From an optimization exercise on the open Yosys and OpenROAD flow, aimed at small area and a short achievable clock period; shortcuts taken in it are not production practice. In this exercise RTL edits were held to simulation tests only and were not proved equivalent to the original.

$ cat flow/config.mk
export PLATFORM = sky130hd
export DESIGN_NAME = r19c_top
export DESIGN_NICKNAME = r19c_top
export VERILOG_FILES = /design/flow/design.v
export SDC_FILE = /design/flow/constraint.sdc
export NUM_CORES = 4
export LEC_CHECK = 0
export CAP_MARGIN = 20
export CORE_MARGIN = 2
export CORE_UTILIZATION = 40
export SLEW_MARGIN = 20
$ cat flow/constraint.sdc
create_clock -name core_clock -period 130.0 [get_ports {clk}]
set_input_delay 26.0000 -clock core_clock [delete_from_list [all_inputs] [get_ports {clk}]]
set_output_delay 26.0000 -clock core_clock [all_outputs]
set_load 0.01 [all_outputs]
$ cat flow/design.v
module r19c_timebase #(
    parameter K = 27
) (
    input  wire        clk,
    input  wire        rst,
    input  wire        tmr_en,      
    input  wire        ie_clr,      
    input  wire        ie_set,      
    input  wire        tset,        
    input  wire [63:0] tset_val,
    output wire [61:0] cnt,         
    output wire [63:0] now_us,
    output wire [63:0] now_ms
);
    localparam NH = 62 - K;         
    localparam QH = 55 - K;         
    reg  [7:0]    tcnt;
    reg  [61:8]   mono_h;
    reg           ovf_pend;
    reg           ie;
    reg  [QH-1:0] q_hi;             
    reg  [7:0]    r_hi;             
    wire        ie_next = ie_clr ? 1'b0 : (ie_set ? 1'b1 : ie);
    wire        wrap    = tmr_en && (tcnt == 8'd255);
    wire [7:0]  tcnt_n  = tset ? tset_val[7:0] : tcnt + {7'd0, tmr_en};
    wire [1:0]  add_n   = (ie_next && ovf_pend && wrap) ? 2'd2 :
                          (ie_next && (ovf_pend || wrap)) ? 2'd1 : 2'd0;
    wire [61:8] mono_n  = tset ? tset_val[61:8] : mono_h + {52'd0, add_n};
    wire [61:0] cnt_n   = {mono_n, tcnt_n};
    wire [7:0]  hr [0:NH];
    wire [NH-1:0] hq;
    assign hr[0] = 8'd0;
    genvar i;
    generate
        for (i = 0; i < NH; i = i + 1) begin : g_hi
            wire [8:0] t = {hr[i], cnt_n[61-i]};
            wire       q = (t >= 9'd250);
            wire [8:0] d = t - 9'd250;
            assign hq[NH-1-i] = q;
            assign hr[i+1]    = q ? d[7:0] : t[7:0];
        end
    endgenerate
    always @(posedge clk) begin
        if (rst) begin
            tcnt     <= 8'd0;
            mono_h   <= 54'd0;
            ovf_pend <= 1'b0;
            ie       <= 1'b1;
            q_hi     <= {QH{1'b0}};
            r_hi     <= 8'd0;
        end else begin
            ie       <= ie_next;
            tcnt     <= tcnt_n;
            mono_h   <= mono_n;
            q_hi     <= hq[QH-1:0];
            r_hi     <= hr[NH];
            if (tset)
                ovf_pend <= 1'b0;
            else if (ie_next)
                ovf_pend <= 1'b0;
            else
                ovf_pend <= ovf_pend | wrap;
        end
    end
    wire [7:0]  lr [0:K];
    wire [K-1:0] lq;
    assign lr[0] = r_hi;
    generate
        for (i = 0; i < K; i = i + 1) begin : g_lo
            wire [8:0] t = {lr[i], cnt[K-1-i]};
            wire       q = (t >= 9'd250);
            wire [8:0] d = t - 9'd250;
            assign lq[K-1-i] = q;
            assign lr[i+1]   = q ? d[7:0] : t[7:0];
        end
    endgenerate
    assign cnt    = {mono_h, tcnt};
    assign now_us = {mono_h, tcnt, 2'b00};
    assign now_ms = {9'd0, q_hi, lq};
endmodule
module r19c_buttons (
    input  wire       clk,
    input  wire       rst,
    input  wire       sample,       
    input  wire [9:0] adc_raw,
    output wire       edge_mode,
    output wire       edge_inc,
    output wire       edge_dec
);
    reg l_mode, l_inc, l_dec;
    wire in_mode = (adc_raw >= 10'd340) && (adc_raw < 10'd450);
    wire in_inc  = (adc_raw >= 10'd210) && (adc_raw < 10'd280);
    wire in_dec  = (adc_raw >= 10'd130) && (adc_raw < 10'd200);
    assign edge_mode = in_mode && !l_mode;
    assign edge_inc  = in_inc  && !l_inc;
    assign edge_dec  = in_dec  && !l_dec;
    always @(posedge clk) begin
        if (rst) begin
            l_mode <= 1'b0;
            l_inc  <= 1'b0;
            l_dec  <= 1'b0;
        end else if (sample) begin
            l_mode <= in_mode;
            l_inc  <= in_inc;
            l_dec  <= in_dec;
        end
    end
endmodule
module r19c_clock (
    input  wire        clk,
    input  wire        rst,
    input  wire        secchk,      
    input  wire [63:0] now_ms,
    input  wire        do_mode,     
    input  wire        do_inc,      
    input  wire        do_dec,      
    output reg  [4:0]  hh,
    output reg  [5:0]  mm,
    output reg  [5:0]  ss,
    output reg  [1:0]  clkmode,
    output wire        sec_event
);
    localparam [1:0] NORMAL = 2'd0, SET_HOURS = 2'd1, SET_MINUTES = 2'd2;
    reg [2:0]  idle;
    reg [63:3] sec_mark;
    wire [63:0] ms_elapsed = now_ms - {sec_mark, 3'd0};
    assign sec_event = secchk && ((|ms_elapsed[63:10]) || (ms_elapsed[9:0] >= 10'd1000));
    always @(posedge clk) begin
        if (rst) begin
            hh       <= 5'd0;
            mm       <= 6'd0;
            ss       <= 6'd0;
            clkmode  <= NORMAL;
            idle     <= 3'd0;
            sec_mark <= 61'd0;
        end else if (sec_event) begin
            sec_mark <= sec_mark + 61'd125;
            if (clkmode == NORMAL) begin
                if (ss == 6'd59) begin
                    ss <= 6'd0;
                    if (mm == 6'd59) begin
                        mm <= 6'd0;
                        hh <= (hh == 5'd23) ? 5'd0 : hh + 5'd1;
                    end else begin
                        mm <= mm + 6'd1;
                    end
                end else begin
                    ss <= ss + 6'd1;
                end
            end else if (idle == 3'd5) begin
                clkmode <= NORMAL;
                idle    <= 3'd0;
            end else begin
                idle <= idle + 3'd1;
            end
        end else if (do_mode) begin
            case (clkmode)
                NORMAL:    clkmode <= SET_HOURS;
                SET_HOURS: clkmode <= SET_MINUTES;
                default:   clkmode <= NORMAL;
            endcase
            idle <= 3'd0;
        end else if (do_inc) begin
            if (clkmode == SET_HOURS) begin
                hh   <= (hh == 5'd23) ? 5'd0 : hh + 5'd1;
                idle <= 3'd0;
            end else if (clkmode == SET_MINUTES) begin
                mm   <= (mm == 6'd59) ? 6'd0 : mm + 6'd1;
                idle <= 3'd0;
            end
        end else if (do_dec) begin
            if (clkmode == SET_HOURS) begin
                hh   <= (hh == 5'd0) ? 5'd23 : hh - 5'd1;
                idle <= 3'd0;
            end else if (clkmode == SET_MINUTES) begin
                mm   <= (mm == 6'd0) ? 6'd59 : mm - 6'd1;
                idle <= 3'd0;
            end
        end
    end
endmodule
module r19c_ranging (
    input  wire        clk,
    input  wire        rst,
    input  wire        step,        
    input  wire        echo,
    input  wire [61:0] cnt,
    input  wire        arm,         
    output reg         trig,
    output reg         status,
    output wire [31:0] distance,
    output reg         dist_valid,
    output reg  [1:0]  rres,
    output wire        idle_state,  
    output wire        sample,      
    output wire        done         
);
    localparam [2:0] R_IDLE = 3'd0, R_TRIG = 3'd1, R_WAITH = 3'd2,
                     R_WAITL = 3'd3, R_RECOV = 3'd4;
    localparam [1:0] RES_NONE = 2'd0, RES_OK = 2'd1, RES_NO_ECHO = 2'd2,
                     RES_ECHO_STUCK = 2'd3;
    reg [2:0]  rstate;
    reg [61:0] t_mark;              
    reg [14:0] dist_q;                
    wire [61:0] since   = cnt - t_mark;
    wire        hi_zero = ~|since[61:18];
    wire        ge_trig = ~hi_zero || (since[17:0] >= 18'd3);        
    wire        ge_echo = ~hi_zero || (since[17:0] >= 18'd250000);   
    wire        ge_rec  = ~hi_zero || (since[17:0] >= 18'd62500);    
    wire [22:0] w20 = {since[17:0], 4'd0} + {2'd0, since[17:0], 2'd0};
    wire [14:0] cm  = w20 / 23'd291;
    assign distance   = {17'd0, dist_q};
    assign idle_state = (rstate == R_IDLE);
    assign sample = step && (rstate == R_WAITL) && !ge_echo && !echo;
    assign done   = step && (rstate == R_RECOV) && ge_rec;
    always @(posedge clk) begin
        if (rst) begin
            rstate     <= R_IDLE;
            t_mark     <= 62'd0;
            trig       <= 1'b0;
            status     <= 1'b0;
            dist_q       <= 15'd0;
            dist_valid <= 1'b0;
            rres       <= RES_NONE;
        end else begin
            if (arm)
                status <= 1'b1;
            if (step) begin
                case (rstate)
                    R_IDLE: begin
                        status <= 1'b0;
                        trig   <= 1'b1;
                        t_mark <= cnt;
                        rstate <= R_TRIG;
                    end
                    R_TRIG: begin
                        if (ge_trig) begin
                            trig   <= 1'b0;
                            t_mark <= cnt;
                            rstate <= R_WAITH;
                        end
                    end
                    R_WAITH: begin
                        if (ge_echo) begin
                            rres   <= RES_NO_ECHO;
                            t_mark <= cnt;
                            rstate <= R_RECOV;
                        end else if (echo) begin
                            t_mark <= cnt;
                            rstate <= R_WAITL;
                        end
                    end
                    R_WAITL: begin
                        if (ge_echo) begin
                            rres   <= RES_ECHO_STUCK;
                            t_mark <= cnt;
                            rstate <= R_RECOV;
                        end else if (!echo) begin
                            dist_q       <= cm;
                            dist_valid <= 1'b1;
                            rres       <= RES_OK;
                            t_mark     <= cnt;
                            rstate     <= R_RECOV;
                        end
                    end
                    R_RECOV: begin
                        if (ge_rec) begin
                            status <= 1'b1;
                            rstate <= R_IDLE;
                        end
                    end
                    default: rstate <= R_IDLE;
                endcase
            end
        end
    end
endmodule
module r19c_top (
    input  wire        clk,
    input  wire        rst,
    input  wire        tmr_en,
    input  wire        ie_clr,
    input  wire        ie_set,
    input  wire        tset,
    input  wire [63:0] tset_val,
    input  wire [9:0]  adc_raw,
    input  wire        rev,
    input  wire        echo,
    output wire        trig,
    output wire        status,
    output wire [4:0]  hours,
    output wire [5:0]  minutes,
    output wire [5:0]  seconds,
    output wire [1:0]  clkmode,
    output reg         mainmode,
    output wire [31:0] dist_cm,
    output wire        dist_valid,
    output wire [1:0]  rres,
    output wire [63:0] now_us,
    output wire [63:0] now_ms,
    output reg         hb_stb,
    output reg         sample_stb,
    output reg         view_stb
);
    localparam [1:0] P_ARB = 2'd0, P_SEC = 2'd1, P_BTN = 2'd2, P_RNG = 2'd3;
    reg [1:0] ph;
    wire [61:0] cnt;
    wire edge_mode, edge_inc, edge_dec;
    wire sec_event;
    wire rg_idle, rg_sample, rg_done;
    wire at_arb = (ph == P_ARB);
    wire at_sec = (ph == P_SEC);
    wire at_btn = (ph == P_BTN);
    wire at_rng = (ph == P_RNG);
    r19c_timebase u_tb (
        .clk(clk), .rst(rst), .tmr_en(tmr_en), .ie_clr(ie_clr), .ie_set(ie_set),
        .tset(tset), .tset_val(tset_val), .cnt(cnt), .now_us(now_us), .now_ms(now_ms)
    );
    r19c_buttons u_bt (
        .clk(clk), .rst(rst), .sample(at_btn), .adc_raw(adc_raw),
        .edge_mode(edge_mode), .edge_inc(edge_inc), .edge_dec(edge_dec)
    );
    r19c_clock u_ck (
        .clk(clk), .rst(rst), .secchk(at_sec), .now_ms(now_ms),
        .do_mode(at_btn && edge_mode), .do_inc(at_btn && edge_inc),
        .do_dec(at_btn && edge_dec),
        .hh(hours), .mm(minutes), .ss(seconds), .clkmode(clkmode),
        .sec_event(sec_event)
    );
    r19c_ranging u_rg (
        .clk(clk), .rst(rst), .step(at_rng), .echo(echo), .cnt(cnt),
        .arm(at_arb && rg_idle && rev),
        .trig(trig), .status(status), .distance(dist_cm), .dist_valid(dist_valid),
        .rres(rres), .idle_state(rg_idle), .sample(rg_sample), .done(rg_done)
    );
    always @(posedge clk) begin
        if (rst) begin
            ph         <= P_ARB;
            mainmode   <= 1'b0;
            hb_stb     <= 1'b0;
            sample_stb <= 1'b0;
            view_stb   <= 1'b0;
        end else begin
            hb_stb     <= sec_event;
            sample_stb <= rg_sample;
            view_stb   <= 1'b0;
            case (ph)
                P_ARB: begin
                    mainmode <= rev;
                    ph       <= P_SEC;
                end
                P_SEC: ph <= P_BTN;
                P_BTN: begin
                    if (mainmode) begin
                        ph <= P_RNG;
                    end else begin
                        ph       <= P_ARB;
                        view_stb <= 1'b1;
                    end
                end
                default: begin
                    if (rg_done) begin
                        ph       <= P_ARB;
                        view_stb <= 1'b1;
                    end
                end
            endcase
        end
    end
endmodule
$ cat flow/run.sh
#!/bin/bash
# synth_recipe.tcl (not shown) runs the flow's synth.tcl, then flattens the netlist and writes it again
# the make line also repeats each setting of config.mk as NAME=value (left out here)
make -C /OpenROAD-flow-scripts/flow DESIGN_CONFIG=/design/flow/config.mk WORK_HOME=/design/flow/orfs CLKGATE_MAP_FILE= SYNTH_SCRIPT=/design/flow/synth_recipe.tcl finish
==> impl_metrics.toml <==
[status]
outcome = "timing/DRC/antenna clean"

[place]
post-place-cells = 7103
placedInstanceArea_um2 = 43340
gp_congestion = 0.9369
hpwl_um = 100100
dpl_worst_slack_ns = 61.30
io_buffers = 239

[detailed_routing]
ant_nets = 0
drcViolationCount = 0
via_per_inst = 5.950
wirelength_um = 129800
drt_iter0_drc = 3143
drtPass1Iterations = 6
num_vias = 42670
post_drt_wl_per_cell_um = 18.10

[logic_synthesis]
yosysSeqAreaShare_pct = 13.75
synth_top_family_by_area = "compound AO/OA/AOI/OAI gates"
synth-compound-area-share_pct = 30.94
synth.area.top_cells = "dfxtp_1, xnor2_1, nor2_1, nand2_1, ha_1"
postSynth.asyncResetShare_pct = 0
synth.cell_area_um2 = 40190
yosysUniqueCellTypes = 149
synth-seq-cells = 276
synthXorXnorAreaFrac_pct = 9.146
synth_edf_count = 0
synth_flop_cell = "dfxtp_1"
netlist.area_leader.share_pct = 13.75
ys_warn_count = 5
synth.area.mux_share_pct = 5.292
avgSynthCellArea_um2 = 6.970
ys_top_cells_by_count = "nor2_1, nand2_1, a21oi_1"
yosysTopAreaCell = "dfxtp_1"
yosysMostFrequentCell = "nor2_1"
postSynthCellCount = 5767
yosys.area_share.adder_pct = 5.964
yosys.area_share.simple_pct = 28.13

[timing]
timing.final.crit_share_pct = 54.07
slew_violations = 0
hold_viol_final = 0
clock-skew-final_ns = 0.06041
setup_ws_ns = 59.71
setup-tns-final_ns = 0
slew_headroom_pct = 28.79
tightest_slew_ns = 1.062
fmax_ghz = 0.01423
rsz0062_at_grt = "false"
final.min_clock_period_ns = 70.29
setup_viol = 0

[grt]
met1_usage_pct = 32.62
grt_overflow = 0
grt_pass1_wl_um = 207500
antenna_found_initial = 2
grtUsageMet2_pct = 39.65
gr-usage-met3_pct = 3.765
grt_max_degree = 119
grt_pass1_vias = 39150
grt-busiest-layer = "met2"
grtUsageTotal_pct = 24.11

[floorplanning]
ioPinCount = 270
die_y_um = 321.0
rows = 116
dieArea_um2 = 103000
die_w_um = 321.0
initial_core_util_pct = 40.25
design.core.area_um2 = 99860

[critical_path]
r2r_start = "u_tb.r_hi[0]"
path_max_fanout = 14
crit_arrival_ns = 44.29
r2r_end = "u_ck.sec_mark[63]"
worstSetupStartpoint = "u_tb.r_hi[0]"
cp_num_buf_inv = 24
critPathMaxStageDelay_ns = 0.73
rr_worst_depth = 229
reg2reg_setup_slack_ns = 73.63
worst_setup_path_start_kind = "flip-flop"
end_kind = "primary output"
crit_path_frequent_cell = "ha_1"
required_ns = 104.00
crit_family = "compound AO/OA/AOI/OAI gates"
cp_slowest_cell = "a2111oi_0"
path_class = "flip-flop to primary output"

[clock_tree]
cts.clk_slew.worst_paths_ns = 0.06
post_cts_buffers = 0
clkSinkCount = 276
root_buffer = "clkbuf_16"
cts_tree = "built"
cts-htree-levels = 2
hold_buffers = 0
post_cts_resized = 0
worstSkewPairLatency_ns = 0.63
cts_buffer_depth = 3
cts_buffers = 40

[flow_run]
drv_cap = 0

[layout]
diodes = 0
design_area_um2 = 44700
fin_cells = 7172
nets = 6107
area_delta_synth_final_pct = 11.21
drive_above_1_share_pct = 6.656

[min_path]
hold_path.startpoint = "u_rg.t_mark[29]"
hp-class = "flip-flop to flip-flop"
min_to = "u_rg.t_mark[29]"
holdPathStages = 2
placed cells by master (no fill, tap or decap), drive strengths merged, types with 71 or more instances in the layout:
cell           Yosys  final
nor2             631    631
nand2            608    608
a21oi            400    400
inv              351    352
o21ai            329    329
xnor2            322    322
dfxtp            276    276
clkdlybuf4s50      0    237
nor3             196    196
nand3            179    179
ha               174    174
mux2i            145    145
xor2              87     87
nand4             86     86
a211oi            83     83
or3               78     78
nor4              76     76
and2              75     75
a21boi            73     73
o21a              71     71
state kept, by name, summed over array words and instances, names as in the netlist, 3 cells and up:
signal	flops
u_tb.r_hi	8
u_ck.hh	5
u_ck.idle	3
u_tb.q_hi	28
u_tb.tcnt	8
u_ck.sec_mark	61
u_rg.t_mark	62
u_rg.dist_q	15
u_ck.mm	6
u_tb.mono_h	53
u_ck.ss	6
u_rg.rstate	3
cell families (layout without fill, tap and decap cells):
logic type / count (synthesis) / count (layout)
flip-flops: 276 / 276
XOR/XNOR: 410 / 410
buffers and inverters: 638 / 718
adder cells (fa/ha/maj): 192 / 192
other: 1 / 28
multiplexers: 202 / 202
AO/OA/AOI/OAI: 1742 / 1742
AND/OR/NAND/NOR: 2306 / 2306
layer usage:
metal	vias up	routed length, µm	share of wire, %
li1	21330	-	-
met1	20050	60010	46
met2	1142	58620	45
met3	151	8024	6.2
met4	4	3137	2.4
met5	-	24	0.018
worst max path at each step:
stage                     slack (ns)         to  depth (start not counted)
final                          59.71  now_ms[0]                        162
after global routing           56.08  now_ms[0]                        164
after CTS                      60.37  now_ms[0]                        164
after detailed placement       61.30  now_ms[0]                        164
after global placement         61.34  now_ms[0]                        162
after floorplan                69.07  now_ms[0]                        182
through the flow:
stage / hold slack [ns] / util [%]
6_report: 0.4516 / 44.76
5_1_grt: 0.4663 / 44.76
4_1_cts: 0.4533 / 44.75
3_5_place_dp: 0.4463 / 43.40
3_3_place_gp: 0.4416 / 43.40
2_1_floorplan: 0.4363 / -
tightest hold or removal path, cell delays in order, from the launching register on:
cell     delay [ns]
dfxtp_1        0.31
nand2_1        0.05
a21oi_1        0.05
layout make-up:
class / instances / area (µm²)
clock buffers: 54 / 1134
clock inverters: 15 / 212.7
inverters: 365 / 1370
repair buffers: 284 / 2736
multi-input cells: 4880 / 32100
fillers: 10370 / 55160
flip-flops and latches: 276 / 5525
well taps: 1298 / 1624

[re-timing with driven ports]
In the flow no input, the clock included, has a driving cell. The finished layout below was timed again as built, in two steps.
Step 1 sets driving cells, clkbuf_16 on the clock port and buf_2 on the other inputs (assumed; they add their load-dependent delay and slew).
Step 2 also shifts input and output timing later by t, the mid clock arrival at the registers, as if the neighbouring blocks saw the same clock.
a / b / c = ideal / step 1 / step 2; a / b = the first two.
shift t [ns]: 0.673
setup WS [ns]: 59.707 / 59.638 / 60.312
hold WS [ns]: 0.452 / 0.452 / 0.452
worst setup path after step 2: register to output
After both steps this run still meets setup and hold. For this run, drivers alone change the setup slack by -0.069 ns; drivers and shift together by +0.605 ns.
